This design comes from an exercise in tuning for small area on the open sky130 flow, not from production work.
Where RTL was checked, it was by simulation tests only, not by an equivalence proof against the original.
Function not checked in run 5: the RTL went through the layout flow alone.
No activity file was given, so power comes from the tool's default toggle rates.

==> design.v <==
module ulpdac_rb (
    input  wire        clk,
    input  wire        rst,
    input  wire        h_valid,
    input  wire [2:0]  h_op,
    input  wire [15:0] h_addr,
    input  wire [31:0] h_wdata,
    output reg         h_rvalid,
    output reg  [31:0] h_rdata,
    output reg         im_re,
    output reg  [10:0] im_addr,
    input  wire [31:0] im_rdata,
    output reg         hm_re,
    output reg         hm_we,
    output reg  [10:0] hm_addr,
    output reg  [31:0] hm_wdata,
    input  wire [31:0] hm_rdata,
    output reg  [7:0]  dac_out,
    output reg         dac_strobe
);
    reg  [15:0] x0, x1, x2, x3;
    reg  [15:0] pc;
    reg         run;
    reg  [2:0]  cause;
    reg  [16:0] cnt;           
    reg         ldm;           
    reg  [1:0]  ldrd;          
    reg  [7:0]  hcell;          
    reg         stp;           
    reg  [6:0]  wcur;
    reg         herr;
    reg  [7:0]  rsp_lo;
    reg         rsp_mem, rsp_hi, rsp_len;
    wire [31:0] w = im_rdata;
    wire hi1 = &cnt[16:3];
    wire hi0 = ~|cnt[16:3];
    wire c0  = hi1 & (cnt[2:0] == 3'd3);     
    wire c1  = hi1 & (cnt[2:0] == 3'd4);     
    wire c3  = hi1 & (cnt[2:0] == 3'd6);     
    wire c5  = hi0 & (cnt[2:0] == 3'd0);     
    wire c7  = hi0 & (cnt[2:0] == 3'd2);     
    wire c11 = hi0 & (cnt[2:0] == 3'd6);     
    wire cdl = cnt == {1'b0, w[15:0]};       
    wire z15_8  = ~|w[15:8];
    wire z19_16 = ~|w[19:16];
    wire is_wout  = (w[31:24] == 8'h10) & (w[23:20] == 4'h0) & z19_16 & z15_8;
    wire is_delay = (w[31:24] == 8'h20) & (w[23:16] == 8'h00);
    wire ldst_f   = (w[19:16] == 4'h0) & (w[15:11] == 5'h0);
    wire is_st    = (w[31:24] == 8'h30) & ldst_f;
    wire is_ld    = (w[31:24] == 8'h40) & ldst_f;
    wire is_movi  = (w[31:24] == 8'h50) & (w[21:16] == 6'h0);
    wire is_addi  = (w[31:24] == 8'h51) & z19_16;
    wire is_andi  = (w[31:24] == 8'h52) & z19_16;
    wire is_lshi  = (w[31:24] == 8'h53) & z19_16;
    wire is_rshi  = (w[31:24] == 8'h54) & z19_16;
    wire is_rshr  = (w[31:24] == 8'h64) & (w[17:0] == 18'h0);
    wire is_jmp   = (w[31:24] == 8'h70) & (w[23:11] == 13'h0);
    wire is_jmpr  = (w[31:24] == 8'h80) & (w[23:22] == 2'h0) & (w[19:0] == 20'h0);
    wire is_bgei  = (w[31:28] == 4'h9) & (w[25:23] == 3'h0);
    wire is_alu   = is_movi | is_addi | is_andi | is_lshi | is_rshi | is_rshr;
    wire is_br    = is_jmp | is_jmpr | is_bgei;
    wire legal    = is_wout | is_delay | is_st | is_ld | is_alu | is_br;
    function [15:0] xsel;
        input [1:0] i;
        input [15:0] a, b, c, d;
        begin
            case (i)
                2'd0: xsel = a;
                2'd1: xsel = b;
                2'd2: xsel = c;
                default: xsel = d;
            endcase
        end
    endfunction
    wire [1:0]  pidx = stp ? w[23:22] : ((w[31] & w[28]) ? w[27:26] : w[21:20]);
    wire [15:0] vs   = xsel(pidx, x0, x1, x2, x3);
    wire h0 = |x0[15:8], h1 = |x1[15:8], h2 = |x2[15:8], h3 = |x3[15:8];
    wire g16_0 = h0 | (|x0[7:4]);
    wire g16_1 = h1 | (|x1[7:4]);
    wire g16_2 = h2 | (|x2[7:4]);
    wire g16_3 = h3 | (|x3[7:4]);
    wire g200_0 = h0 | (x0[7] & x0[6] & (|x0[5:3]));
    wire g200_1 = h1 | (x1[7] & x1[6] & (|x1[5:3]));
    wire g200_2 = h2 | (x2[7] & x2[6] & (|x2[5:3]));
    wire g200_3 = h3 | (x3[7] & x3[6] & (|x3[5:3]));
    reg rd_g200, rt_g16;
    reg [3:0] rt_lo;
    always @(*) begin
        case (w[23:22])
            2'd0: rd_g200 = g200_0;
            2'd1: rd_g200 = g200_1;
            2'd2: rd_g200 = g200_2;
            default: rd_g200 = g200_3;
        endcase
        case (w[19:18])
            2'd0: begin rt_g16 = g16_0; rt_lo = x0[3:0]; end
            2'd1: begin rt_g16 = g16_1; rt_lo = x1[3:0]; end
            2'd2: begin rt_g16 = g16_2; rt_lo = x2[3:0]; end
            default: begin rt_g16 = g16_3; rt_lo = x3[3:0]; end
        endcase
    end
    wire [15:0] sum = vs + w[15:0];
    wire        ea_ok = sum < 16'd677;
    wire        ea_cur = sum == 16'd64;
    wire        left = ~w[26];     
    wire [3:0]  sh_n = w[29] ? rt_lo : w[3:0];
    wire        sh_z = w[29] ? rt_g16 : (|w[15:4]);
    reg  [15:0] sh_in, sh_out;
    wire [15:0] sh_r = sh_in >> sh_n;
    integer k;
    always @(*) begin
        for (k = 0; k < 16; k = k + 1) begin
            sh_in[k]  = left ? vs[15-k] : vs[k];
            sh_out[k] = left ? sh_r[15-k] : sh_r[k];
        end
    end
    reg [15:0] wres;
    always @(*) begin
        if (ldm | is_movi)         wres = w[15:0];
        else if (is_ld)            wres = {8'd0, hcell};
        else if (is_addi)          wres = sum;
        else if (is_andi)          wres = vs & w[15:0];
        else if (sh_z)             wres = 16'd0;
        else                       wres = sh_out;
    end
    wire fetch_bad = pc >= 16'd677;
    reg       fault;
    reg [2:0] fcause;
    always @(*) begin
        fault  = 1'b1;
        fcause = 3'd0;
        if (fetch_bad)                             fcause = 3'd2;
        else if (!legal)                           fcause = 3'd1;
        else if ((is_ld | is_st) && !ea_ok)        fcause = 3'd3;
        else if (is_st && !ea_cur)                 fcause = 3'd5;
        else if (is_st && rd_g200)                 fcause = 3'd4;
        else                                       fault  = 1'b0;
    end
    wire last = ldm ? c7 :
                is_delay ? cdl :
                is_wout ? c11 :
                (is_ld | is_st) ? c7 :
                is_alu ? c5 : c3;
    wire bge = vs >= {4'd0, w[11:0]};
    wire [9:0] pc_inc = pc[9:0] + 10'd1;
    reg [15:0] pc_next;
    always @(*) begin
        if (ldm)                   pc_next = {6'd0, pc_inc};
        else if (is_jmp)           pc_next = {5'd0, w[10:0]};
        else if (is_jmpr)          pc_next = vs;
        else if (is_bgei & bge)    pc_next = {5'd0, w[22:12]};
        else                       pc_next = {6'd0, pc_inc};
    end
    wire ahz      = ~|h_addr[15:3];
    wire h_rreg   = h_valid && h_op == 3'd0;
    wire h_wreg   = h_valid && h_op == 3'd1;
    wire h_rmem   = h_valid && h_op == 3'd2;
    wire h_wmem   = h_valid && h_op == 3'd3;
    wire h_mlen   = h_valid && h_op == 3'd4;
    wire h_badop  = h_valid && h_op[2] && h_op[1:0] != 2'd0;
    wire a_inrgn  = h_addr < 16'd677;
    wire a_cursor = h_addr == 16'd64;
    wire a_ring   = h_addr >= 16'd65 && h_addr < 16'd165;
    wire dz       = ~|h_wdata[31:8];
    wire d_lt100  = dz && h_wdata[7:0] < 8'd100;
    wire d_lt200  = dz && h_wdata[7:0] < 8'd200;
    wire wr0      = h_wreg && ahz && h_addr[2:0] == 3'd0;
    wire start    = wr0 && h_wdata[0] && !run;
    wire stop     = wr0 && !h_wdata[0];
    wire push     = h_wreg && ahz && h_addr[2:0] == 3'd7;
    wire wr2      = h_wreg && ahz && h_addr[2:0] == 3'd2;
    wire wcur_wr  = wr2 && d_lt100;
    wire cell_wr  = h_wmem && a_cursor && !run && d_lt200;
    wire herr_clr = h_wreg && ahz && h_addr[2:0] == 3'd1 && h_wdata[2];
    wire refuse = h_badop
                | (h_rreg && !(ahz && h_addr[2:0] != 3'd7))
                | (h_wreg && !(ahz && (h_addr[2:0] <= 3'd2 || h_addr[2:0] == 3'd7)))
                | (wr2 && !d_lt100)
                | ((h_rmem | h_wmem) && !a_inrgn)
                | (h_wmem && !a_ring && run)
                | (h_wmem && a_cursor && !d_lt200);
    wire [7:0] cb    = hcell + 8'd28;
    wire [7:0] rgray = cb ^ {1'b0, cb[7:1]};
    wire [7:0] fdiff = {1'b0, hcell[7:1]} - {1'b0, wcur};
    wire [6:0] hfree = fdiff[7] ? fdiff[6:0] + 7'd100 : fdiff[6:0];
    wire cz = cause != 3'd0;
    reg [7:0] reg_lo;
    always @(*) begin
        case (h_addr[2:0])
            3'd0: reg_lo = {7'd0, run};
            3'd1: reg_lo = {1'b0, cause, 1'b0, herr, cz, run};
            3'd2: reg_lo = {1'b0, wcur};
            3'd3: reg_lo = hcell;
            3'd4: reg_lo = rgray;
            3'd5: reg_lo = {1'b0, wcur ^ {1'b0, wcur[6:1]}};
            default: reg_lo = {1'b0, hfree};
        endcase
    end
    always @(*) begin
        hm_re    = h_rmem && a_inrgn && !a_cursor;
        hm_we    = push || (h_wmem && a_inrgn && !a_cursor && (a_ring || !run));
        hm_addr  = push ? {3'd0, 8'd65 + {1'b0, wcur}} : {1'b0, h_addr[9:0]};
        hm_wdata = {push ? 16'd0 : h_wdata[31:16], h_wdata[15:0]};
    end
    always @(posedge clk) begin
        if (rst) begin
            h_rvalid <= 1'b0;
        end else begin
            h_rvalid <= h_rreg | h_rmem | h_mlen;
        end
        rsp_mem <= hm_re;
        rsp_hi  <= h_rreg && ahz && h_addr[2:0] == 3'd1 && cz;
        rsp_len <= h_mlen;
        if (h_rreg && !refuse)       rsp_lo <= reg_lo;
        else if (h_rmem && a_cursor) rsp_lo <= hcell;
        else if (h_mlen)             rsp_lo <= 8'hA5;
        else                         rsp_lo <= 8'd0;
    end
    always @(*) begin
        h_rdata = {8'd0, rsp_hi ? pc : 16'd0, 8'd0} | {22'd0, rsp_len, 1'b0, rsp_lo};
        if (rsp_mem) h_rdata = hm_rdata;
    end
    always @(*) begin
        im_re   = run && ((c0 && !fetch_bad) || (c1 && !fault && is_ld && !ea_cur));
        im_addr = {1'b0, c0 ? pc[9:0] : sum[9:0]};
    end
    wire act    = run && !stop;
    wire do_flt = act && c1 && fault;
    wire do_end = act && last;
    always @(posedge clk) begin
        if (rst) begin
            run        <= 1'b0;
            pc         <= 16'd0;
            cause      <= 3'd0;
            cnt        <= 17'h1FFFB;
            hcell       <= 8'd0;
            stp        <= 1'b0;
            wcur       <= 7'd0;
            herr       <= 1'b0;
            dac_out    <= 8'h80;
            dac_strobe <= 1'b0;
        end else begin
            dac_strobe <= do_end && !ldm && is_wout;
            stp        <= do_end && !ldm && is_st;
            if (refuse)        herr <= 1'b1;
            else if (herr_clr) herr <= 1'b0;
            if (wcur_wr)       wcur <= h_wdata[6:0];
            if (push)          wcur <= (wcur == 7'd99) ? 7'd0 : wcur + 7'd1;
            if (cell_wr)       hcell <= h_wdata[7:0];
            if (stp)           hcell <= vs[7:0];
            if (start) begin
                run   <= 1'b1;
                pc    <= 16'd0;
                cause <= 3'd0;
            end else if (stop) begin
                run   <= 1'b0;
            end else if (do_flt) begin
                run   <= 1'b0;
                cause <= fcause;
            end
            if (stop || do_flt || do_end)
                cnt <= 17'h1FFFB;
            else if (run)
                cnt <= cnt + 17'd1;
            if (do_end) begin
                pc <= pc_next;
                if (!ldm && is_wout)
                    dac_out <= w[7:0];
            end
        end
    end
    always @(posedge clk) begin
        if (c1) begin
            ldm  <= is_ld && !ea_cur;
            ldrd <= w[23:22];
        end
    end
    wire xwe = do_end && (ldm || is_alu || is_ld);
    always @(posedge clk) begin
        if (xwe) begin
            case (ldrd)
                2'd0: x0 <= wres;
                2'd1: x1 <= wres;
                2'd2: x2 <= wres;
                default: x3 <= wres;
            endcase
        end
    end
endmodule
==> flow/run.sh <==
#!/bin/bash
# The standard layout (standard.sh), with two changes:
#  - synthesis maps the logic with an area-oriented ABC script (flow/abc_area.script)
#    instead of ORFS's speed script; everything else in synthesis is the standard flow's own
#    (synth_recipe.tcl and ORFS's synth.tcl, unchanged);
#  - the port buffers that global placement inserts are sky130_fd_sc_hd__buf_1.
# Each tool's output is in orfs/logs/; make's output in standard.log.
set -euo pipefail
HERE=$(pwd)
awk -v a="$HERE/flow/abc_area.script" '{print} /source .*synth_preamble.tcl/ {print "set abc_args [lreplace $abc_args 1 1 " a "]"}' \
    "$FLOW_HOME/scripts/synth.tcl" > my_synth.tcl
sed "s|source \$::env(SCRIPTS_DIR)/synth.tcl|source $HERE/my_synth.tcl|" synth_recipe.tcl > my_synth_recipe.tcl
grep -q "my_synth.tcl" my_synth_recipe.tcl
sed "s|SYNTH_SCRIPT=[^ ]*|SYNTH_SCRIPT=$HERE/my_synth_recipe.tcl|" standard.sh > my_standard.sh
grep -q "my_synth_recipe.tcl" my_standard.sh
export BUFFER_PORTS_ARGS="-buffer_cell sky130_fd_sc_hd__buf_1"
bash my_standard.sh > standard.log 2>&1
==> flow/abc_area.script <==
strash
dch -f
amap
strash
dch -f
amap
topo
==> standard.sh <==
#!/bin/bash
# synth_recipe.tcl (not shown) runs the flow's synth.tcl, then flattens the netlist and writes it again
# the make line also repeats each setting of config.mk as NAME=value (left out here)
make -C /OpenROAD-flow-scripts/flow DESIGN_CONFIG=/design/flow/config.mk WORK_HOME=/design/flow/orfs CLKGATE_MAP_FILE= SYNTH_SCRIPT=/design/flow/synth_recipe.tcl "${@:-finish}"
==> config.mk <==
export PLATFORM = sky130hd
export DESIGN_NAME = ulpdac_rb
export DESIGN_NICKNAME = ulpdac_rb
export VERILOG_FILES = /design/flow/design.v
export SDC_FILE = /design/flow/constraint.sdc
export NUM_CORES = 4
export LEC_CHECK = 0
export CAP_MARGIN = 20
export CORE_MARGIN = 2
export CORE_UTILIZATION = 40
export CTS_BUF_LIST = sky130_fd_sc_hd__clkbuf_8
export PLACE_DENSITY = 0.6
export SLEW_MARGIN = 20
==> constraint.sdc <==
create_clock -name core_clock -period 12.0 [get_ports {clk}]
set_input_delay 2.4000 -clock core_clock [delete_from_list [all_inputs] [get_ports {clk}]]
set_output_delay 2.4000 -clock core_clock [all_outputs]
set_load 0.01 [all_outputs]
==> results of run 1 <==
[sequential cells by signal, indices dropped and copies added (netlist names), 2 cells and up]
name / flops
ldrd: 2
x2: 16
cause: 3
x1: 16
dac_out: 8
x0: 16
hcell: 8
x3: 16
rsp_lo: 8
cnt: 17
pc: 16
wcur: 7
[cell families (layout without fill, tap and decap cells)]
kind of cell,Yosys count,count (layout),share of synthesized area [%]
adder cells (fa/ha/maj),54,54,6.35
other,1,2,0.0345
AO/OA/AOI/OAI,488,488,31.1
buffers and inverters,244,508,9.05
AND/OR/NAND/NOR,518,518,21.2
flip-flops,142,142,32.3
[worst max-delay path: cells and delay by family]
family,cells,cell delay [ns]
buf+inv,7,1.13
compound gates,13,2.46
fa+ha+maj,1,0.36
simple gates,16,2.56
[where the power goes]
part / leakage (nW) / internal [mW] / switching [mW]
Clock: 0.197 / 0.161 / 0.229
Combinational: 2.81 / 0.0941 / 0.198
Sequential: 1.21 / 0.507 / 0.000417
Total: 4.21 / 0.761 / 0.428
[layout by cell type, fill, tap and decap left out, types with 14 or more instances in the layout]
cell and instances:
a211oi_1 23, a21oi_1 74, a221oi_1 22, a32o_1 25, buf_1 213, buf_4 38
clkbuf_8 18, clkinv_1 223, dfxtp_1 75, edfxtp_1 67, ha_1 52, nand2_1 104
nand3_1 24, nor2_1 228, nor3_1 59, nor4_1 28, o211ai_1 18, o21ai_0 80
o221ai_1 33, o22a_1 18, o22ai_1 103, or3_1 14
[how the worst max path moves through the flow]
stage,from,end
final,im_rdata[28],im_re
after global routing,im_rdata[28],im_re
after CTS,im_rdata[28],im_re
after detailed placement,im_rdata[28],im_re
after global placement,im_rdata[28],im_re
after floorplan,im_rdata[31],im_re
[through the flow]
stage               hold slack (ns)  utilization [%]  cells  setup TNS (ns)  instance area (µm²)
floorplan                     0.432                -   1448               0                10900
global placement              0.455             45.8   2021               0                12300
detailed placement            0.475             45.8   2021               0                12300
CTS                           0.493             47.3   2053               0                12700
global route                  0.527             47.5   2053         -0.0323                12700
finish                        0.492             47.5   2053               0                12700
[layer usage]
layer	vias to the layer above	share of wire (%)	track usage [%]
met4	0	3.9	13.0
met3	106	8.3	5.68
li1	5944	-	-
met2	705	47	55.0
met5	-	0	0
met1	5865	41	42.8
[Yosys cell counts (23+ instances only)]
cell type    n  area share, %
o22ai_1    105            6.0
a211oi_1    23            1.6
o221ai_1    33            2.7
a21oi_1     74            3.4
o21ai_0     80            3.7
clkinv_1   224            7.7
nand2_1    104            3.6
nor2_1     234            8.1
nand3_1     24            1.1
nor3_1      61            2.8
nor4_1      29            1.7
a32o_1      25            2.3
ha_1        52            6.0
dfxtp_1     75             14
edfxtp_1    67             19
[layout make-up]
cell class                 count  share of cell area (%)
inverter                     224                    6.61
tap                          341                    3.35
sequential                   142                    27.6
clock inverter                14                    1.11
multi-input combinational   1062                    50.8
timing repair buffer         252                    8.57
clock buffer                  18                    1.95
==> Flow_metrics.wiki, run 1 <==
{| class="wikitable"
! Metric !! Value
|-
| Highest Clock Rate || 0.0883 GHz
|-
| Pwr Total || 1.19 mW
|-
| Area used by multi-input combinational logic || 6460 µm²
|-
| Chip width || 169 µm
|-
| TritonRoute pass-1 iters || 6
|-
| Total half-perimeter wirelength after legalization and detailed placement || 38500 µm
|-
| Worst Slack Setup Final || 0.674 ns
|-
| Overall via count from detail_route || 12600
|-
| Number of buffers created by CTS || 17
|-
| Root Buffer Master || clkbuf_8
|-
| Largest net degree at the start of global routing || 46
|-
| Warnings, synthesis || 1
|-
| Critical-path top delay cell || or4_1
|-
| Resized cells post-CTS || 0
|-
| Largest vdd supply drop || 0.0695 mV
|-
| Power density over the cells || 93.5 nW/µm²
|-
| Number of enable flip-flop cells after synthesis || 67
|-
| Violation count after the first detailed-routing iteration || 1405
|-
| Kind of end point of the critical path || output port
|-
| Row Count || 60
|-
| CTS H-Tree Depth || 4
|-
| TritonCTS clock tree || done
|-
| Data arrival at the endpoint of the critical path || 8.93 ns
|-
| Filler Cells Inserted || 2762
|-
| Vias per inst || 6.15
|-
| Type of the worst setup path || in2out
|-
| Total number of nets in the final design || 1871
|-
| Max Clock Skew || 0.0215 ns
|-
| Area of all sequential standard cells || 3510 µm²
|-
| Top FF cell, synth || dfxtp_1
|-
| Startpoint of the most critical register-to-register path || stp
|-
| Area growth from synthesis to layout || 17.0%
|-
| Netlist Area Pre-Place || 10900 µm²
|-
| Number of I/O pins || 217
|-
| Outcome || finished clean
|-
| Wirelength, routed || 47700 µm
|-
| Initial antenna violation count || 0
|-
| Initial Util || 40.6%
|-
| Count of distinct cell types in the synthesized netlist || 52
|-
| Vias in the first global route || 11800
|-
| CTS Buffer Depth || 2
|-
| First-pass GRT wire length || 70700 µm
|-
| Leakage power of the design || 4.21 nW
|-
| Core area || 26800 µm²
|-
| Cell with the most instances on the worst path || nor2_1
|-
| Worst setup SP type || primary input
|-
| Number of nets still failing antenna checks after routing || 0
|-
| Share of layout cells above drive strength 1 || 5.14%
|-
| Final hold violations || 0
|-
| Synthesized netlist cell count || 1447
|-
| Tightest Pin Transition || 1.14 ns
|-
| Clk sinks || 142
|-
| Per-cell routed wire length || 23.2 µm
|-
| Reported max-cap violation count || 0
|-
| Number of buffers inserted by hold repair at cts || 0
|-
| Source-to-sink clock delay at the later pin of the worst-skew pair || 0.47 ns
|-
| Mean post-synth cell area || 7.51 µm²
|-
| Overall global routing resource usage || 33.1%
|-
| Worst slew slack as a fraction of its limit || 23.4%
|-
| Final worst-path cycle share || 94.4%
|-
| Clock transition time at the flip-flop clock pins of the worst setup and hold paths || 0.09 ns
|-
| Sequential-to-total area share from yosys stat || 32.3%
|-
| Class of the tightest hold or removal check || reg2reg
|-
| Count of endpoints failing setup in the final report || 0
|-
| Origin of the worst min-delay path || cause[1]
|-
| Share of flip-flops with an asynchronous set or reset after synthesis || 0%
|-
| Worst Hold Path Cells || 2
|-
| Slew Limit Fails || 0
|-
| Total setup buffers inserted after CTS || 0
|-
| Count of input and output buffers || 214
|-
| Endpoint of the lowest-slack register-to-register path || cnt[3]
|-
| Largest fanout of any net on the critical path || 8
|-
| Highest cell delay on the worst timing path || 0.56 ns
|-
| Die height || 169 µm
|-
| Placer Congestion || 1.04
|-
| Worst slack at placement || 0.417 ns
|-
| Worst reg2reg path depth || 41
|-
| Endpoint of the worst hold-timing path || cause[1]
|-
| Final routed DRC violation total || 0
|-
| Diode count || 0
|-
| Floorplan die area || 28500 µm²
|-
| GRT Residual Overflow || 0
|-
| Flops & latches, synth || 142
|-
| Endpoint required time on the critical path || 9.60 ns
|-
| Minimum setup slack among reg-to-reg paths || 4.43 ns
|-
| Final period demand of the worst path || 11.33 ns
|}
==> inputs of run 2 (changes only) <==
--- a/flow/run.sh
+++ b/flow/run.sh
@@ -14,4 +14,5 @@
 sed "s|SYNTH_SCRIPT=[^ ]*|SYNTH_SCRIPT=$HERE/my_synth_recipe.tcl|" standard.sh > my_standard.sh
 grep -q "my_synth_recipe.tcl" my_standard.sh
 export BUFFER_PORTS_ARGS="-buffer_cell sky130_fd_sc_hd__buf_1"
+export SYNTH_INSBUF=0
 bash my_standard.sh > standard.log 2>&1
--- a/config.mk
+++ b/config.mk
@@ -8,6 +8,5 @@
 export CAP_MARGIN = 20
 export CORE_MARGIN = 2
 export CORE_UTILIZATION = 40
-export CTS_BUF_LIST = sky130_fd_sc_hd__clkbuf_8
 export PLACE_DENSITY = 0.6
 export SLEW_MARGIN = 20
==> run 2 against run 1 <==
  * Global-route usage up 0.19 points
  * Still clean
  * Highest routed layer unchanged
  * Flip-flop and latch count unchanged
  * Design area up 2.0%
  * Wire length is 0.64% higher
==> Flow_metrics.wiki, run 2 <==
{| class="wikitable"
! Metric !! Value
|-
| Netlist Area Pre-Place || 10700 µm²
|-
| Number of non-filler instances in the completed layout || 2051
|-
| Warnings, synthesis || 1
|-
| Power density over the cells || 106 nW/µm²
|-
| Final worst-path cycle share || 94.4%
|-
| Core area || 26200 µm²
|-
| Net switching fraction of the power || 33.1%
|-
| Tightest Pin Transition || 0.998 ns
|-
| Per-cell routed wire length || 23.4 µm
|-
| Top cell types by occurrence after synthesis || 234 x nor2_1, 224 x clkinv_1, 105 x o22ai_1
|-
| Largest vdd supply drop || 0.0696 mV
|-
| Total setup buffers inserted after CTS || 0
|-
| Number of I/O pins || 217
|-
| Area used by multi-input combinational logic || 6460 µm²
|-
| Root Buffer Master || clkbuf_16
|-
| Kind of end point of the critical path || output port
|-
| Worst Slack Setup Final || 0.670 ns
|-
| First-pass GRT wire length || 71300 µm
|-
| Share of the synthesized area in the top cell type || 18.7%
|-
| Endpoint required time on the critical path || 9.60 ns
|-
| Overall via count from detail_route || 12700
|-
| Internal power summed over all cells || 0.918 mW
|-
| Diode count || 0
|-
| Vias per inst || 6.19
|-
| Highest Clock Rate || 0.0883 GHz
|-
| Count of input and output buffers || 214
|-
| Synthesized netlist cell count || 1429
|-
| Initial antenna violation count || 0
|-
| Initial Util || 41.0%
|-
| Final cell utilization of the core || 49.5%
|-
| Max Clock Skew || 0.0170 ns
|-
| TritonCTS clock tree || done
|-
| Count of endpoints failing setup in the final report || 0
|-
| Placer Congestion || 1.03
|-
| GRT Residual Overflow || 0
|-
| Total number of nets in the final design || 1875
|-
| Chip width || 168 µm
|-
| Largest fanout of any net on the critical path || 8
|-
| Worst slack at placement || 0.305 ns
|-
| Pwr Total || 1.37 mW
|-
| Highest cell delay on the worst timing path || 0.55 ns
|-
| Outcome || finished clean
|-
| Number of enable flip-flop cells after synthesis || 67
|-
| Number of nets still failing antenna checks after routing || 0
|-
| Share of flip-flops with an asynchronous set or reset after synthesis || 0%
|-
| Slew Limit Fails || 0
|-
| Vias in the first global route || 11900
|-
| Overall global routing resource usage || 33.2%
|-
| Final routed DRC violation total || 0
|-
| Die height || 168 µm
|-
| Part of the total power dissipated in combinational logic || 21.4%
|-
| Total half-perimeter wirelength after legalization and detailed placement || 38600 µm
|-
| Min Hold Slack || 0.491 ns
|-
| Violation count after the first detailed-routing iteration || 1355
|-
| Type of the worst setup path || in2out
|-
| CTS Buffer Depth || 2
|-
| Largest Register || cnt
|-
| Final period demand of the worst path || 11.33 ns
|-
| Post-DP Area || 12300 µm²
|-
| TritonRoute pass-1 iters || 7
|-
| Flops & latches, synth || 142
|-
| Final hold violations || 0
|-
| Total negative slack for setup checks || 0 ns
|-
| Critical-path top delay cell || or4_1
|-
| Reported max-cap violation count || 0
|-
| Leakage power of the design || 4.35 nW
|-
| Data arrival at the endpoint of the critical path || 8.93 ns
|-
| Worst slew slack as a fraction of its limit || 33.4%
|-
| CTS H-Tree Depth || 4
|-
| Number of flip-flops in the largest register || 17
|-
| Switching power total || 0.455 mW
|-
| Share of layout cells above drive strength 1 || 5.36%
|-
| Most area-consuming cells after synthesis || edfxtp_1 19%, dfxtp_1 14%, nor2_1 8.2%
|-
| Wirelength, routed || 48000 µm
|-
| Cell count after placement || 2019
|-
| Worst setup SP type || primary input
|-
| Clock transition time at the flip-flop clock pins of the worst setup and hold paths || 0.07 ns
|-
| Most frequent cell after synthesis || nor2_1
|-
| Largest net degree at the start of global routing || 46
|-
| Source-to-sink clock delay at the later pin of the worst-skew pair || 0.44 ns
|-
| Final std cell area, no fill || 13000 µm²
|-
| Setup repair after global routing missed its margin || false
|-
| Filler Cells Inserted || 2677
|-
| Area growth from synthesis to layout || 20.8%
|-
| Class of the tightest hold or removal check || reg2reg
|-
| Top FF cell, synth || dfxtp_1
|-
| Sequential share of power || 36.9%
|-
| Floorplan die area || 28200 µm²
|-
| Commonest non-fill, non-tap cells in the layout || 229 x nor2_1, 223 x clkinv_1, 213 x buf_1, 104 x nand2_1, 102 x o22ai_1
|-
| Count of distinct cell types in the synthesized netlist || 51
|-
| Row Count || 59
|-
| Cell with the most instances on the worst path || nor2_1
|-
| Area of all sequential standard cells || 3510 µm²
|-
| Number of buffers created by CTS || 17
|-
| Clk sinks || 142
|-
| Mean post-synth cell area || 7.51 µm²
|-
| Most frequent standard cell in the layout excluding fill and tap cells || nor2_1
|-
| Clock network power share || 41.7%
|-
| Sequential-to-total area share from yosys stat || 32.7%
|-
| Cell type with the largest total area after synthesis || edfxtp_1
|}
==> run 2: cell count changes after synthesis <==
cell	previous run	this run
buf_4	18	0
==> run 2: cell families (layout without fill, tap and decap cells) <==
| kind of cell | after synthesis | count (layout) | synth area share (%) |
|---|---|---|---|
| simple gates | 518 | 518 | 21.5 |
| compound gates | 488 | 488 | 31.5 |
| buf+inv | 226 | 512 | 7.90 |
| flops | 142 | 142 | 32.7 |
| fa+ha+maj | 54 | 54 | 6.43 |
| other cells | 1 | 2 | 0.0349 |
==> run 2: cell type report <==
cell class	count	share of cell area (%)
Timing Repair Buffer	256	8.63
Clock inverter	13	1.22
Inverter	224	6.48
Tap cell	335	3.23
Multi-Input combinational cell	1062	49.8
Sequential cell	142	27.1
Clock buffer	19	3.58
==> run 2: power by group through the flow <==
stage	registers, mW	clock network (mW)	logic (mW)
final	0.507	0.572	0.294
after global routing	0.507	0.594	0.316
after CTS	0.507	0.578	0.282
after detailed placement	0.518	0	0.281
after global placement	0.518	0	0.283
after floorplan	0.518	0	0.162
==> run 2: critical path, delay by kind of cell <==
family,cells,cell delay [ns]
AND/OR/NAND/NOR,18,2.94
adder cells (fa/ha/maj),1,0.33
buffers and inverters,6,0.90
AO/OA/AOI/OAI,13,2.33
==> run 2: worst paths after layout <==
| path | slack [ns] | cells past startpoint | to | start |
|---|---|---|---|---|
| worst max-delay path | 0.67 | 38 | im_re | im_rdata[28] |
| worst min-delay path | 0.49 | 2 | dac_out[7] | dac_out[7] |
| worst max register to register | 4.52 | 36 | cnt[12] | stp |
| worst min register to register | 0.49 | 2 | dac_out[7] | dac_out[7] |
==> run 2: repair_timing <==
| item | CTS | global route |
|---|---|---|
| hold endpoints to repair | 0 | 0 |
| resized for setup | 0 | 10 |
| hold buffers | 0 | 0 |
| endpoints found under the setup margin | 0 | 1 |
==> run 2: routing by layer <==
layer	track usage (%)	vias up	share of wire [%]
met4	12.3	0	3.9
met2	56.1	697	46
met1	43.0	5915	42
li1	-	5972	-
met3	5.22	107	8.2
met5	0	-	0
==> inputs of run 3 (changes only) <==
--- a/flow/run.sh
+++ b/flow/run.sh
@@ -15,4 +15,5 @@
 grep -q "my_synth_recipe.tcl" my_standard.sh
 export BUFFER_PORTS_ARGS="-buffer_cell sky130_fd_sc_hd__buf_1"
 export SYNTH_INSBUF=0
+export CTS_ARGS="-sink_clustering_enable -repair_clock_nets -dont_use_dummy_load -buf_list sky130_fd_sc_hd__clkbuf_8"
 bash my_standard.sh > standard.log 2>&1
--- a/config.mk
+++ b/config.mk
@@ -8,5 +8,6 @@
 export CAP_MARGIN = 20
 export CORE_MARGIN = 2
 export CORE_UTILIZATION = 40
+export GPL_TIMING_DRIVEN = 0
 export PLACE_DENSITY = 0.6
 export SLEW_MARGIN = 20
==> run 3 against run 2 <==
  * Global-route usage shrank 1.6 points
  * Clock power is 48% lower
  * Sequential power about the same
  * Design area decreased by 2.7%
  * Non-clock buffer count down 18
  * Critical path depth is 5 lower
  * Synthesized area unchanged
  * Synthesized cell count unchanged
  * Sequential share of layout area increased by 0.76 points
  * Combinational power is essentially flat
  * Critical endpoint unchanged
==> Flow_metrics.wiki, run 3 <==
{| class="wikitable"
! Metric !! Value
|-
| Placer Congestion || 1.01
|-
| Largest vdd supply drop || 0.0411 mV
|-
| Row Count || 59
|-
| Most area-consuming cells after synthesis || edfxtp_1 19%, dfxtp_1 14%, nor2_1 8.2%
|-
| Cell type with the largest total area after synthesis || edfxtp_1
|-
| TritonCTS clock tree || done
|-
| Number of non-filler instances in the completed layout || 2018
|-
| Initial antenna violation count || 0
|-
| Largest Register || cnt
|-
| Power density over the cells || 87.0 nW/µm²
|-
| Top cell types by occurrence after synthesis || 234 x nor2_1, 224 x clkinv_1, 105 x o22ai_1
|-
| Per-cell routed wire length || 22.5 µm
|-
| Reported max-cap violation count || 0
|-
| Total negative slack for setup checks || 0 ns
|-
| CTS H-Tree Depth || 4
|-
| Flops & latches, synth || 142
|-
| Kind of end point of the critical path || output port
|-
| Vias in the first global route || 11700
|-
| Chip width || 168 µm
|-
| Slew Limit Fails || 0
|-
| Data arrival at the endpoint of the critical path || 9.28 ns
|-
| Outcome || finished clean
|-
| Total number of nets in the final design || 1857
|-
| Critical-path top delay cell || a221oi_2
|-
| Source-to-sink clock delay at the later pin of the worst-skew pair || 0.47 ns
|-
| Count of input and output buffers || 214
|-
| Min Hold Slack || 0.464 ns
|-
| Wirelength, routed || 45400 µm
|-
| Count of endpoints failing setup in the final report || 0
|-
| Diode count || 0
|-
| Clk sinks || 142
|-
| Top FF cell, synth || dfxtp_1
|-
| Final std cell area, no fill || 12600 µm²
|-
| Die height || 168 µm
|-
| Share of flip-flops with an asynchronous set or reset after synthesis || 0%
|-
| Worst setup SP type || primary input
|-
| Warnings, synthesis || 1
|-
| Post-DP Area || 12100 µm²
|-
| Number of buffers created by CTS || 17
|-
| Most frequent cell after synthesis || nor2_1
|-
| Root Buffer Master || clkbuf_8
|-
| Largest net degree at the start of global routing || 38
|-
| Area growth from synthesis to layout || 17.6%
|-
| Sequential-to-total area share from yosys stat || 32.7%
|-
| Highest cell delay on the worst timing path || 0.55 ns
|-
| Core area || 26200 µm²
|-
| Largest fanout of any net on the critical path || 7
|-
| Type of the worst setup path || in2out
|-
| Endpoint required time on the critical path || 9.60 ns
|-
| Vias per inst || 6.20
|-
| Commonest non-fill, non-tap cells in the layout || 225 x nor2_1, 220 x clkinv_1, 214 x buf_1, 104 x nand2_1, 100 x o22ai_1
|-
| Share of layout cells above drive strength 1 || 4.46%
|-
| Number of nets still failing antenna checks after routing || 0
|-
| Final period demand of the worst path || 11.68 ns
|-
| Final hold violations || 0
|-
| Gate family responsible for the most delay along the worst path || compound AO/OA/AOI/OAI gates
|-
| Share of the synthesized area in the top cell type || 18.7%
|-
| Number of flip-flops in the largest register || 17
|-
| Total half-perimeter wirelength after legalization and detailed placement || 36500 µm
|-
| CTS Buffer Depth || 2
|-
| Initial Util || 41.0%
|-
| Buffering stage count on the worst path with inverters included || 8
|-
| Count of distinct cell types in the synthesized netlist || 51
|-
| Floorplan die area || 28200 µm²
|-
| Worst slew slack as a fraction of its limit || 19.0%
|-
| Setup repair after global routing missed its margin || false
|-
| Violation count after the first detailed-routing iteration || 1121
|-
| Most frequent standard cell in the layout excluding fill and tap cells || nor2_1
|-
| Leakage power of the design || 4.12 nW
|-
| Final worst-path cycle share || 97.4%
|-
| First-pass GRT wire length || 68400 µm
|-
| Number of enable flip-flop cells after synthesis || 67
|-
| Overall global routing resource usage || 31.7%
|-
| Max Clock Skew || 0.0464 ns
|-
| Number of I/O pins || 217
|-
| Tightest Pin Transition || 1.22 ns
|-
| Final cell utilization of the core || 48.2%
|-
| Class of the tightest hold or removal check || reg2reg
|-
| Final routed DRC violation total || 0
|-
| Highest Clock Rate || 0.0856 GHz
|-
| Synthesized netlist cell count || 1429
|-
| Minimum setup slack among reg-to-reg paths || 4.19 ns
|-
| Cell count after placement || 1986
|-
| Netlist Area Pre-Place || 10700 µm²
|-
| GRT Residual Overflow || 0
|-
| Mean post-synth cell area || 7.51 µm²
|-
| TritonRoute pass-1 iters || 5
|-
| Clock transition time at the flip-flop clock pins of the worst setup and hold paths || 0.05 ns
|-
| Number of buffers inserted by hold repair at cts || 0
|-
| Overall via count from detail_route || 12500
|}
-- run 3: cell counts after synthesis --
Identical to the previous run, type by type.
-- run 3: worst reg2reg max path: cells and delay by family (launching register included) --
| family | cells | cell delay (ns) |
|---|---|---|
| AOI/OAI and AO/OA | 12 | 3.05 |
| and+or+nand+nor | 11 | 2.02 |
| buffers and inverters | 6 | 1.52 |
| DFF | 1 | 0.72 |
| adders and majority gates | 1 | 0.38 |
-- run 3: area by class of cell --
type                            instances  area [µm²]
Inverter                              224         852
Multi-Input combinational cell       1062        6600
Timing Repair Buffer                  236         992
Clock buffer                           17         234
Sequential cell                       142        3510
Buffer                                  2        7.51
Tap cell                              335         419
Fill cell                            2667       13600
-- run 3: path summary, 6_finish.rpt --
| kind | cells past startpoint | endpoint | start |
|---|---|---|---|
| max | 33 | im_re | im_rdata[28] |
| min | 2 | cause[1] | cause[1] |
| max reg2reg | 30 | cnt[9] | stp |
| min reg2reg | 2 | cause[1] | cause[1] |
-- run 3: timing repair --
item,4_1_cts,5_1_grt
pin swaps,1,5
hold endpoints to repair,0,0
setup buffers,1,13
endpoints found under the setup margin,1,1
gates resized for setup,19,11
-- run 3: routing by layer --
metal	global-route usage [%]	part of all wire [%]	wire length [µm]	up-vias
li1	-	-	-	5921
met1	41.3	42	19200	5844
met2	52.6	46	20700	649
met3	4.82	8.0	3620	98
met4	12.9	4.1	1870	0
met5	0	0	0	-
-- run 3: where the power goes --
part	internal [mW]	total (mW)	switching, mW
registers	0.507	0.507	0.000395
logic	0.0929	0.296	0.204
clock network	0.125	0.295	0.170
total	0.725	1.10	0.374
-- run 3: kinds of logic after synthesis --
| group | count (synthesis) | synth area share (%) |
|---|---|---|
| AOI/OAI and AO/OA | 488 | 31.5 |
| adders and majority gates | 54 | 6.43 |
| buffers and inverters | 226 | 7.90 |
| DFF | 142 | 32.7 |
| other | 1 | 0.0349 |
| and+or+nand+nor | 518 | 21.5 |
-- run 3: per-stage QoR --
step                power (mW)  setup slack (ns)
finish                    1.10             0.316
detailed placement       0.788             -1.11
floorplan                0.680              1.47
CTS                       1.09            0.0557
global route              1.14           0.00934
global placement         0.786             -2.19
==> inputs of run 4 (changes only) <==
==> run.sh (new file) <==
#!/bin/bash
# synth_recipe.tcl (not shown) runs the flow's synth.tcl, then flattens the netlist and writes it again
# the make line also repeats each setting of config.mk as NAME=value (left out here)
make -C /OpenROAD-flow-scripts/flow DESIGN_CONFIG=/design/flow/config.mk WORK_HOME=/design/flow/orfs CLKGATE_MAP_FILE= SYNTH_SCRIPT=/design/flow/synth_recipe.tcl finish
--- a/config.mk
+++ b/config.mk
@@ -8,6 +8,5 @@
 export CAP_MARGIN = 20
 export CORE_MARGIN = 2
 export CORE_UTILIZATION = 40
-export GPL_TIMING_DRIVEN = 0
 export PLACE_DENSITY = 0.6
 export SLEW_MARGIN = 20
removed: flow/run.sh
removed: flow/abc_area.script
removed: standard.sh
==> run 4 against run 3 <==
  * Still clean
  * Sequential power is essentially flat
  * Worst hold slack lost 0.012 ns
  * Via count grew 5.9%
==> Flow_metrics.wiki, run 4 <==
{| class="wikitable"
! Metric !! Value
|-
| Final routed DRC violation total || 0
|-
| Overall global routing resource usage || 30.8%
|-
| GRT busiest layer || met2
|-
| Flops & latches, synth || 142
|-
| Most area-consuming cells after synthesis || edfxtp_1 16%, dfxtp_1 12%, ha_1 5.2%
|-
| Vias in the first global route || 12400
|-
| Resized cells post-CTS || 0
|-
| Largest fanout of any net on the critical path || 18
|-
| Worst slew slack as a fraction of its limit || 28.2%
|-
| Core area || 30700 µm²
|-
| Final std cell area, no fill || 15600 µm²
|-
| Number of nets still failing antenna checks after routing || 0
|-
| Diode count || 0
|-
| Startpoint of the most critical register-to-register path || stp
|-
| Endpoint required time on the critical path || 9.60 ns
|-
| Origin of the worst min-delay path || dac_out[5]
|-
| Number of buffers created by CTS || 17
|-
| Endpoint of the lowest-slack register-to-register path || cnt[1]
|-
| Final period demand of the worst path || 11.32 ns
|-
| Power density over the cells || 90.8 nW/µm²
|-
| Overall via count from detail_route || 13200
|-
| Sequential-to-total area share from yosys stat || 28.0%
|-
| Share of layout cells above drive strength 1 || 7.90%
|-
| Tightest Pin Transition || 1.07 ns
|-
| Leakage power of the design || 5.64 nW
|-
| Wirelength, routed || 51600 µm
|-
| GRT Residual Overflow || 0
|-
| Share of flip-flops with an asynchronous set or reset after synthesis || 0%
|-
| Clk sinks || 142
|-
| First-pass GRT wire length || 76900 µm
|-
| Netlist Area Pre-Place || 12500 µm²
|-
| Cell count after placement || 2085
|-
| Highest Clock Rate || 0.0883 GHz
|-
| Final hold violations || 0
|-
| Top FF cell, synth || dfxtp_1
|-
| Post-DP Area || 15000 µm²
|-
| Largest net degree at the start of global routing || 49
|-
| Floorplan die area || 32800 µm²
|-
| Synthesized netlist cell count || 1541
|-
| Placer Congestion || 1.00
|-
| Top cell types by occurrence after synthesis || 173 x nand2_1, 122 x nor2_1, 97 x o21ai_0
|-
| Clock transition time at the flip-flop clock pins of the worst setup and hold paths || 0.07 ns
|-
| Die height || 181 µm
|-
| Minimum setup slack among reg-to-reg paths || 5.44 ns
|-
| Met3 Usage GRT || 7.08%
|-
| TritonCTS clock tree || done
|-
| Mean post-synth cell area || 8.13 µm²
|-
| Worst Hold Path Cells || 2
|-
| Global routing usage on met2 || 47.7%
|-
| Met1 usage in global routing || 40.0%
|-
| Largest vdd supply drop || 0.0774 mV
|-
| Vias per inst || 6.26
|-
| Count of distinct cell types in the synthesized netlist || 91
|-
| Number of buffers inserted by hold repair at cts || 0
|-
| Total number of nets in the final design || 1880
|-
| Chip width || 181 µm
|-
| Type of the worst setup path || in2out
|-
| Total negative slack for setup checks || 0 ns
|-
| Most frequent standard cell in the layout excluding fill and tap cells || clkdlybuf4s50_1
|-
| Row Count || 64
|-
| Max Clock Skew || 0.0170 ns
|-
| Violation count after the first detailed-routing iteration || 1643
|-
| Worst slack at placement || 0.916 ns
|-
| Total setup buffers inserted after CTS || 0
|-
| Slew Limit Fails || 0
|-
| Number of non-filler instances in the completed layout || 2117
|-
| Count of endpoints failing setup in the final report || 0
|-
| Count of input and output buffers || 214
|-
| Initial Util || 40.8%
|-
| Kind of end point of the critical path || output port
|-
| Per-cell routed wire length || 24.4 µm
|-
| Source-to-sink clock delay at the later pin of the worst-skew pair || 0.44 ns
|-
| Initial antenna violation count || 1
|-
| Root Buffer Master || clkbuf_16
|-
| Number of flip-flops in the largest register || 17
|-
| Outcome || finished clean
|-
| Worst reg2reg path depth || 16
|-
| Share of the synthesized area in the top cell type || 16.1%
|-
| CTS Buffer Depth || 2
|-
| Endpoint of the worst hold-timing path || dac_out[5]
|-
| Warnings, synthesis || 1
|-
| Worst setup SP type || primary input
|-
| Final worst-path cycle share || 94.4%
|-
| Number of I/O pins || 217
|-
| Area growth from synthesis to layout || 24.4%
|-
| Number of enable flip-flop cells after synthesis || 67
|-
| Data arrival at the endpoint of the critical path || 8.92 ns
|-
| CTS H-Tree Depth || 4
|-
| Commonest non-fill, non-tap cells in the layout || 214 x clkdlybuf4s50_1, 173 x nand2_1, 121 x nor2_1, 97 x o21ai_0, 92 x a21oi_1
|-
| Total half-perimeter wirelength after legalization and detailed placement || 40500 µm
|-
| Class of the tightest hold or removal check || reg2reg
|-
| Most frequent cell after synthesis || nand2_1
|-
| Cell type with the largest total area after synthesis || edfxtp_1
|-
| Largest Register || cnt
|-
| TritonRoute pass-1 iters || 6
|-
| Reported max-cap violation count || 0
|-
| Setup repair after global routing missed its margin || false
|-
| Worst Slack Setup Final || 0.676 ns
|}
-- run 4: layout make-up --
type | instances | area, µm²
clock buffer | 17 | 425
clock inverter | 15 | 196
fill | 2971 | 15200
inverter | 70 | 263
multi-input combinational | 1228 | 8290
sequential | 142 | 3510
tap | 396 | 495
timing repair buffer | 249 | 2400
-- run 4: per-layer routing --
layer  routed length [µm]  up-vias
li1                     -     6068
met4                 2970        2
met5                    7        -
met1                21300     6284
met3                 4550      175
met2                22800      720
-- run 4: cells by family (layout without fill, tap and decap cells) --
family	Yosys count	after routing	share of synthesized area (%)
compound gates	425	425	22.9
xor+xnor	69	69	4.82
fa+ha+maj	54	54	5.51
buf+inv	172	351	6.17
flops	142	142	28.0
mux	95	95	9.20
other cells	1	2	0.0299
simple gates	583	583	23.3
-- run 4: metrics by stage --
| step | util [%] | hold WS, ns | total power, mW |
|---|---|---|---|
| global placement | 48.7 | 0.439 | 0.852 |
| finish | 50.7 | 0.452 | 1.42 |
| floorplan | - | 0.442 | 0.714 |
| global route | 50.7 | 0.466 | 1.46 |
| CTS | 50.7 | 0.455 | 1.41 |
| detailed placement | 48.7 | 0.446 | 0.853 |
-- run 4: worst max path at each step --
| stage | to | slack [ns] | start | cells after the start |
|---|---|---|---|---|
| 2_1_floorplan | im_re | 3.22 | im_rdata[28] | 19 |
| 3_3_place_gp | im_re | 1.09 | im_rdata[28] | 18 |
| 3_5_place_dp | im_re | 0.92 | im_rdata[28] | 18 |
| 4_1_cts | im_re | 0.89 | im_rdata[28] | 18 |
| 5_1_grt | im_re | 0.48 | im_rdata[28] | 18 |
| 6_report | im_re | 0.68 | im_rdata[28] | 18 |
-- run 4: worst max-delay path: stages --
cell             delay (ns)
clkdlybuf4s50_1        0.80
and2_1                 0.35
o211a_1                0.75
mux2i_1                0.18
mux2i_1                0.77
inv_1                  0.22
fa_1                   0.49
o21bai_1               0.20
nand3_1                0.15
and3_1                 0.19
nor4_1                 0.67
or2_2                  0.23
o31a_1                 0.15
nand3_1                0.14
a21o_1                 0.26
a211oi_1               0.24
o21a_1                 0.17
clkdlybuf4s50_1        0.53
-- run 4: power breakdown --
group / switching [mW] / internal (mW)
Clock: 0.273 / 0.288
Combinational: 0.208 / 0.141
Sequential: 0.000338 / 0.507
==> inputs of run 5 (changes only) <==
--- a/design.v
+++ b/design.v
@@ -31,6 +31,41 @@
     reg         herr;
     reg  [7:0]  rsp_lo;
     reg         rsp_mem, rsp_hi, rsp_len;
+    function [15:0] add16;
+        input [15:0] a, b;
+        reg c;
+        integer i;
+        begin
+            c = 1'b0;
+            for (i = 0; i < 16; i = i + 1) begin
+                add16[i] = a[i] ^ b[i] ^ c;
+                c = (a[i] & b[i]) | (c & (a[i] ^ b[i]));
+            end
+        end
+    endfunction
+    function ge16;
+        input [15:0] a, b;
+        reg c;
+        integer i;
+        begin
+            c = 1'b1;
+            for (i = 0; i < 16; i = i + 1)
+                c = (a[i] & ~b[i]) | (c & ~(a[i] ^ b[i]));
+            ge16 = c;
+        end
+    endfunction
+    function [16:0] inc17;
+        input [16:0] a;
+        reg c;
+        integer i;
+        begin
+            c = 1'b1;
+            for (i = 0; i < 17; i = i + 1) begin
+                inc17[i] = a[i] ^ c;
+                c = c & a[i];
+            end
+        end
+    endfunction
     wire [31:0] w = im_rdata;
     wire hi1 = &cnt[16:3];
     wire hi0 = ~|cnt[16:3];
@@ -99,8 +134,8 @@
             default: begin rt_g16 = g16_3; rt_lo = x3[3:0]; end
         endcase
     end
-    wire [15:0] sum = vs + w[15:0];
-    wire        ea_ok = sum < 16'd677;
+    wire [15:0] sum = add16(vs, w[15:0]);
+    wire        ea_ok = ~ge16(sum, 16'd677);
     wire        ea_cur = sum == 16'd64;
     wire        left = ~w[26];     
     wire [3:0]  sh_n = w[29] ? rt_lo : w[3:0];
@@ -123,7 +158,7 @@
         else if (sh_z)             wres = 16'd0;
         else                       wres = sh_out;
     end
-    wire fetch_bad = pc >= 16'd677;
+    wire fetch_bad = ge16(pc, 16'd677);
     reg       fault;
     reg [2:0] fcause;
     always @(*) begin
@@ -141,8 +176,9 @@
                 is_wout ? c11 :
                 (is_ld | is_st) ? c7 :
                 is_alu ? c5 : c3;
-    wire bge = vs >= {4'd0, w[11:0]};
-    wire [9:0] pc_inc = pc[9:0] + 10'd1;
+    wire bge = ge16(vs, {4'd0, w[11:0]});
+    wire [16:0] pc_inc17 = inc17({7'd0, pc[9:0]});
+    wire [9:0] pc_inc = pc_inc17[9:0];
     reg [15:0] pc_next;
     always @(*) begin
         if (ldm)                   pc_next = {6'd0, pc_inc};
@@ -158,12 +194,13 @@
     wire h_wmem   = h_valid && h_op == 3'd3;
     wire h_mlen   = h_valid && h_op == 3'd4;
     wire h_badop  = h_valid && h_op[2] && h_op[1:0] != 2'd0;
-    wire a_inrgn  = h_addr < 16'd677;
+    wire [16:0] wc1 = inc17({10'd0, wcur});
+    wire a_inrgn  = ~ge16(h_addr, 16'd677);
     wire a_cursor = h_addr == 16'd64;
-    wire a_ring   = h_addr >= 16'd65 && h_addr < 16'd165;
+    wire a_ring   = ge16(h_addr, 16'd65) & ~ge16(h_addr, 16'd165);
     wire dz       = ~|h_wdata[31:8];
-    wire d_lt100  = dz && h_wdata[7:0] < 8'd100;
-    wire d_lt200  = dz && h_wdata[7:0] < 8'd200;
+    wire d_lt100  = dz && ~ge16({8'd0, h_wdata[7:0]}, 16'd100);
+    wire d_lt200  = dz && ~ge16({8'd0, h_wdata[7:0]}, 16'd200);
     wire wr0      = h_wreg && ahz && h_addr[2:0] == 3'd0;
     wire start    = wr0 && h_wdata[0] && !run;
     wire stop     = wr0 && !h_wdata[0];
@@ -179,10 +216,15 @@
                 | ((h_rmem | h_wmem) && !a_inrgn)
                 | (h_wmem && !a_ring && run)
                 | (h_wmem && a_cursor && !d_lt200);
-    wire [7:0] cb    = hcell + 8'd28;
+    wire [15:0] cb16 = add16({8'd0, hcell}, 16'd28);
+    wire [7:0] cb    = cb16[7:0];
     wire [7:0] rgray = cb ^ {1'b0, cb[7:1]};
-    wire [7:0] fdiff = {1'b0, hcell[7:1]} - {1'b0, wcur};
-    wire [6:0] hfree = fdiff[7] ? fdiff[6:0] + 7'd100 : fdiff[6:0];
+    wire [15:0] fd16 = add16({9'd0, hcell[7:1]}, ~{9'd0, wcur}) ;
+    wire [16:0] fd17b = inc17({1'b0, fd16});
+    wire [15:0] fd16b = fd17b[15:0];
+    wire [7:0] fdiff = fd16b[7:0];
+    wire [15:0] fp100 = add16({9'd0, fdiff[6:0]}, 16'd100);
+    wire [6:0] hfree = fdiff[7] ? fp100[6:0] : fdiff[6:0];
     wire cz = cause != 3'd0;
     reg [7:0] reg_lo;
     always @(*) begin
@@ -199,7 +241,7 @@
     always @(*) begin
         hm_re    = h_rmem && a_inrgn && !a_cursor;
         hm_we    = push || (h_wmem && a_inrgn && !a_cursor && (a_ring || !run));
-        hm_addr  = push ? {3'd0, 8'd65 + {1'b0, wcur}} : {1'b0, h_addr[9:0]};
+        hm_addr  = push ? {3'd0, wc1[6], ~wc1[6], wc1[5:0]} : {1'b0, h_addr[9:0]};
         hm_wdata = {push ? 16'd0 : h_wdata[31:16], h_wdata[15:0]};
     end
     always @(posedge clk) begin
@@ -245,7 +287,7 @@
             if (refuse)        herr <= 1'b1;
             else if (herr_clr) herr <= 1'b0;
             if (wcur_wr)       wcur <= h_wdata[6:0];
-            if (push)          wcur <= (wcur == 7'd99) ? 7'd0 : wcur + 7'd1;
+            if (push)          wcur <= (wcur == 7'd99) ? 7'd0 : wc1[6:0];
             if (cell_wr)       hcell <= h_wdata[7:0];
             if (stp)           hcell <= vs[7:0];
             if (start) begin
@@ -261,7 +303,7 @@
             if (stop || do_flt || do_end)
                 cnt <= 17'h1FFFB;
             else if (run)
-                cnt <= cnt + 17'd1;
+                cnt <= inc17(cnt);
             if (do_end) begin
                 pc <= pc_next;
                 if (!ldm && is_wout)
==> flow/run.sh (new file) <==
#!/bin/bash
# The standard layout (standard.sh), with these changes:
#  - synthesis maps the logic with an area-oriented ABC script (flow/abc_area.script)
#    instead of ORFS's speed script, and leaves adders to ABC (no ADDER_MAP_FILE);
#    everything else in synthesis is the standard flow's own (synth_recipe.tcl, ORFS synth.tcl);
#  - no pass-through buffers in synthesis (the port buffers take their place);
#  - the port buffers that global placement inserts are sky130_fd_sc_hd__buf_1;
#  - CTS without dummy loads, with the clock buffers listed below.
# Each tool's output is in orfs/logs/; make's output in standard.log.
set -euo pipefail
HERE=$(pwd)
awk -v a="$HERE/flow/abc_area.script" '{print} /source .*synth_preamble.tcl/ {print "set abc_args [lreplace $abc_args 1 1 " a "]"}' \
    "$FLOW_HOME/scripts/synth.tcl" > my_synth.tcl
sed "s|source \$::env(SCRIPTS_DIR)/synth.tcl|source $HERE/my_synth.tcl|" synth_recipe.tcl > my_synth_recipe.tcl
grep -q "my_synth.tcl" my_synth_recipe.tcl
sed -e "s|SYNTH_SCRIPT=[^ ]*|SYNTH_SCRIPT=$HERE/my_synth_recipe.tcl ADDER_MAP_FILE= SYNTH_INSBUF=0|" standard.sh > my_standard.sh
grep -q "my_synth_recipe.tcl ADDER_MAP_FILE= " my_standard.sh
export BUFFER_PORTS_ARGS="-buffer_cell sky130_fd_sc_hd__buf_1"
export CTS_ARGS="-sink_clustering_enable -repair_clock_nets -dont_use_dummy_load -buf_list sky130_fd_sc_hd__clkbuf_8"
bash my_standard.sh > standard.log 2>&1
==> flow/abc_area.script (new file) <==
strash
dch -f
amap
strash
dch -f
amap
topo
==> standard.sh (new file) <==
#!/bin/bash
# synth_recipe.tcl (not shown) runs the flow's synth.tcl, then flattens the netlist and writes it again
# the make line also repeats each setting of config.mk as NAME=value (left out here)
make -C /OpenROAD-flow-scripts/flow DESIGN_CONFIG=/design/flow/config.mk WORK_HOME=/design/flow/orfs CLKGATE_MAP_FILE= SYNTH_SCRIPT=/design/flow/synth_recipe.tcl "${@:-finish}"
--- a/config.mk
+++ b/config.mk
@@ -8,5 +8,6 @@
 export CAP_MARGIN = 20
 export CORE_MARGIN = 2
 export CORE_UTILIZATION = 40
+export GPL_TIMING_DRIVEN = 0
 export PLACE_DENSITY = 0.6
 export SLEW_MARGIN = 20
removed: run.sh
==> run 5 against run 4 <==
  * Register-to-register slack got worse by 1.5 ns
  * Global-route usage increased by 0.37 points
  * Critical path depth increased by 30
  * Via count decreased by 9.2%
  * Synthesized cell count decreased by 12%
  * Total power decreased by 24%
  * Die area decreased by 20%
  * Worst hold slack improved by 0.031 ns
  * Clock-buffer cell count unchanged
  * Combinational power decreased by 22%
  * Sequential share of layout area increased by 6.8 points
  * Critical endpoint unchanged
==> Flow_metrics.wiki, run 5 <==
{| class="wikitable"
! Metric !! Value
|-
| Largest vdd supply drop || 0.0620 mV
|-
| Top Metal Used || met4
|-
| Top cell types by occurrence after synthesis || 219 x nor2_1, 178 x clkinv_1, 126 x nand2_1
|-
| Number of I/O pins || 217
|-
| Final routed DRC violation total || 0
|-
| Row Count || 57
|-
| Area growth from synthesis to layout || 20.1%
|-
| Worst slew slack as a fraction of its limit || 24.6%
|-
| Power density over the cells || 89.5 nW/µm²
|-
| Total half-perimeter wirelength after legalization and detailed placement || 33400 µm
|-
| Final period demand of the worst path || 11.45 ns
|-
| Number of nets still failing antenna checks after routing || 0
|-
| Source-to-sink clock delay at the later pin of the worst-skew pair || 0.47 ns
|-
| Mean post-synth cell area || 7.35 µm²
|-
| Largest fanout of any net on the critical path || 6
|-
| Warnings, synthesis || 1
|-
| Kind of end point of the critical path || output port
|-
| Critical-path top delay cell || or4_4
|-
| Filler Cells Inserted || 2495
|-
| Total number of nets in the final design || 1741
|-
| Slew Limit Fails || 0
|-
| Overall global routing resource usage || 31.2%
|-
| Reported max-cap violation count || 0
|-
| Part of the total power dissipated in combinational logic || 25.2%
|-
| Crit path to || im_re
|-
| Startpoint of the most critical register-to-register path || stp
|-
| Violation count after the first detailed-routing iteration || 1460
|-
| Total negative slack for setup checks || 0 ns
|-
| Commonest non-fill, non-tap cells in the layout || 212 x buf_1, 210 x nor2_1, 169 x clkinv_1, 125 x nand2_1, 115 x o21ai_0
|-
| Critical path origin || im_rdata[31]
|-
| Internal power summed over all cells || 0.721 mW
|-
| Largest Register || cnt
|-
| Endpoint required time on the critical path || 9.60 ns
|-
| Share of flip-flops with an asynchronous set or reset after synthesis || 0%
|-
| Wirelength, routed || 41900 µm
|-
| Synthesized netlist cell count || 1358
|-
| Cell type with the largest total area after synthesis || edfxtp_1
|-
| Leakage power of the design || 3.75 nW
|-
| Worst Slack Setup Final || 0.550 ns
|-
| Tightest Pin Transition || 1.12 ns
|-
| Number of flip-flops in the largest register || 17
|-
| Placer Congestion || 1.02
|-
| Worst slack at placement || -1.65 ns
|-
| Highest Clock Rate || 0.0873 GHz
|-
| Vias in the first global route || 11000
|-
| Total length of routed met2 wires || 19200 µm
|-
| Per-cell routed wire length || 21.5 µm
|-
| Clock transition time at the flip-flop clock pins of the worst setup and hold paths || 0.06 ns
|-
| Data arrival at the endpoint of the critical path || 9.05 ns
|-
| Switching power total || 0.351 mW
|-
| Number of buffers created by CTS || 17
|-
| Clk sinks || 142
|-
| Flops & latches, synth || 142
|-
| Max Clock Skew || 0.0402 ns
|-
| Floorplan die area || 26200 µm²
|-
| TritonCTS clock tree || done
|-
| Share of layout cells above drive strength 1 || 6.17%
|-
| Cell count after placement || 1911
|-
| Most frequent standard cell in the layout excluding fill and tap cells || buf_1
|-
| Most area-consuming cells after synthesis || edfxtp_1 20%, dfxtp_1 15%, nor2_1 8.2%
|-
| Core area || 24400 µm²
|-
| Count of distinct cell types in the synthesized netlist || 52
|-
| Cell with the most instances on the worst path || nand2_1
|-
| Area of all sequential standard cells || 3510 µm²
|-
| Met3 layer wire length in the routed design || 3610 µm
|-
| Number of non-filler instances in the completed layout || 1945
|-
| Endpoint of the lowest-slack register-to-register path || cnt[16]
|-
| Count of input and output buffers || 214
|-
| Largest net degree at the start of global routing || 37
|-
| Sequential-to-total area share from yosys stat || 35.2%
|-
| Count of endpoints failing setup in the final report || 0
|-
| CTS Buffer Depth || 2
|-
| Number of buffers inserted by hold repair at cts || 0
|-
| Root Buffer Master || clkbuf_8
|-
| CTS H-Tree Depth || 4
|-
| Initial antenna violation count || 0
|-
| First-pass GRT wire length || 62600 µm
|-
| Worst reg2reg path depth || 47
|-
| Final worst-path cycle share || 95.4%
|-
| Highest cell delay on the worst timing path || 0.48 ns
|-
| Die height || 162 µm
|-
| Initial Util || 40.9%
|-
| Top FF cell, synth || dfxtp_1
|-
| GRT Residual Overflow || 0
|-
| Minimum setup slack among reg-to-reg paths || 3.94 ns
|-
| Worst setup SP type || primary input
|-
| Netlist Area Pre-Place || 9980 µm²
|-
| Overall via count from detail_route || 12000
|-
| Chip width || 162 µm
|-
| Number of enable flip-flop cells after synthesis || 67
|-
| Type of the worst setup path || in2out
|-
| Net switching fraction of the power || 32.7%
|-
| Sequential share of power || 47.5%
|-
| Min Hold Slack || 0.483 ns
|-
| Area used by multi-input combinational logic || 6070 µm²
|-
| Wl on met1 || 17200 µm
|-
| Share of the synthesized area in the top cell type || 20.2%
|-
| Diode count || 0
|-
| TritonRoute pass-1 iters || 6
|-
| Vias per inst || 6.18
|-
| Final hold violations || 0
|-
| Outcome || finished clean
|-
| Most frequent cell after synthesis || nor2_1
|-
| Clock network power share || 27.3%
|-
| Class of the tightest hold or removal check || reg2reg
|}
-- run 5: power by group through the flow --
stage	sequential [mW]	combinational [mW]	clock [mW]
after CTS	0.509	0.249	0.301
after global routing	0.509	0.290	0.318
after floorplan	0.520	0.142	0
final	0.509	0.270	0.292
after global placement	0.520	0.237	0
after detailed placement	0.520	0.242	0
-- run 5: worst max-delay path: cells and delay by family --
kind	cells	cell delay [ns]
AOI/OAI and AO/OA	16	2.20
and+or+nand+nor	26	3.51
buffers and inverters	6	0.92
-- run 5: repair_timing --
item | CTS | global route
setup endpoints to repair | 1 | 1
pin swaps | 3 | 9
gates resized for setup | 19 | 29
gates cloned | 0 | 0
hold endpoints to repair | 0 | 0
setup buffers | 3 | 13
-- run 5: worst min path at each step --
| stage | from | to | slack [ns] | cells past startpoint |
|---|---|---|---|---|
| after floorplan | pc[1] | pc[1] | 0.45 | 2 |
| after global placement | dac_out[7] | dac_out[7] | 0.46 | 2 |
| after detailed placement | dac_out[7] | dac_out[7] | 0.47 | 2 |
| after CTS | dac_out[7] | dac_out[7] | 0.48 | 2 |
| after global routing | dac_out[0] | dac_out[0] | 0.52 | 2 |
| final | dac_out[7] | dac_out[7] | 0.48 | 2 |
-- run 5: area by class of cell --
class                   count  share of cell area [%]
plain buffers               2                  0.0627
well taps                 324                    3.38
clock buffers              17                    1.95
repair buffers            245                    8.85
flip-flops and latches    142                    29.3
inverters                 178                    5.78
multi-input cells        1037                    50.7
-- run 5: kinds of logic (layout without fill, tap and decap cells) --
kind of cell	count (synthesis)	in the layout	synth area share (%)
AO/OA/AOI/OAI	526	526	35.3
AND/OR/NAND/NOR	509	509	22.7
buffers and inverters	180	442	6.77
flip-flops	142	142	35.2
other	1	2	0.0376
-- run 5: layer usage --
metal	vias up	track usage [%]
met2	640	51.2
li1	5728	-
met1	5548	40.1
met5	-	0
met4	0	13.9
met3	112	5.77
-- run 5: metrics by stage --
| stage | instance area [µm²] | power (mW) | util, % |
|---|---|---|---|
| after global placement | 11200 | 0.757 | 45.9 |
| after CTS | 11800 | 1.06 | 48.3 |
| after global routing | 12000 | 1.12 | 49.1 |
| final | 12000 | 1.07 | 49.1 |
| after floorplan | 9980 | 0.662 | - |
| after detailed placement | 11400 | 0.762 | 46.8 |

-- static timing again, ports no longer ideal --
The results above use ideal ports. As a check the final layouts listed here were re-extracted and re-timed, cells and wires unchanged.
Step 1 (the two cells are an assumption about what drives the block):
set clk [get_ports {clk}]
set_driving_cell -lib_cell sky130_fd_sc_hd__clkbuf_16 $clk
set_driving_cell -lib_cell sky130_fd_sc_hd__buf_2 [delete_from_list [all_inputs] $clk]
Step 2 also shifts input and output timing later by t, the mid clock arrival at the registers, as if the neighbouring blocks saw the same clock.
a / b / c = ideal / step 1 / step 2; a / b = the first two.
run	t, ns	setup slack, ns	worst register clock-pin slew, ns	worst data-port slew with drivers (ns)	cell pins on the clock port's net
run 1	0.506	0.674 / 0.652 / 0.652	0.11 / 0.11	0.05	1
run 2	0.477	0.670 / 0.643 / 0.643	0.08 / 0.08	0.06	1
run 3	0.495	0.316 / 0.289 / 0.289	0.11 / 0.11	0.06	1
run 4	0.488	0.676 / 0.646 / 0.646	0.08 / 0.08	0.05	1
run 5	0.495	0.550 / 0.528 / 0.528	0.10 / 0.10	0.06	1
After both steps setup and hold are still met in every run listed. For run 4, which loses most, drivers alone change the setup slack by -0.030 ns; drivers and shift together by -0.030 ns.
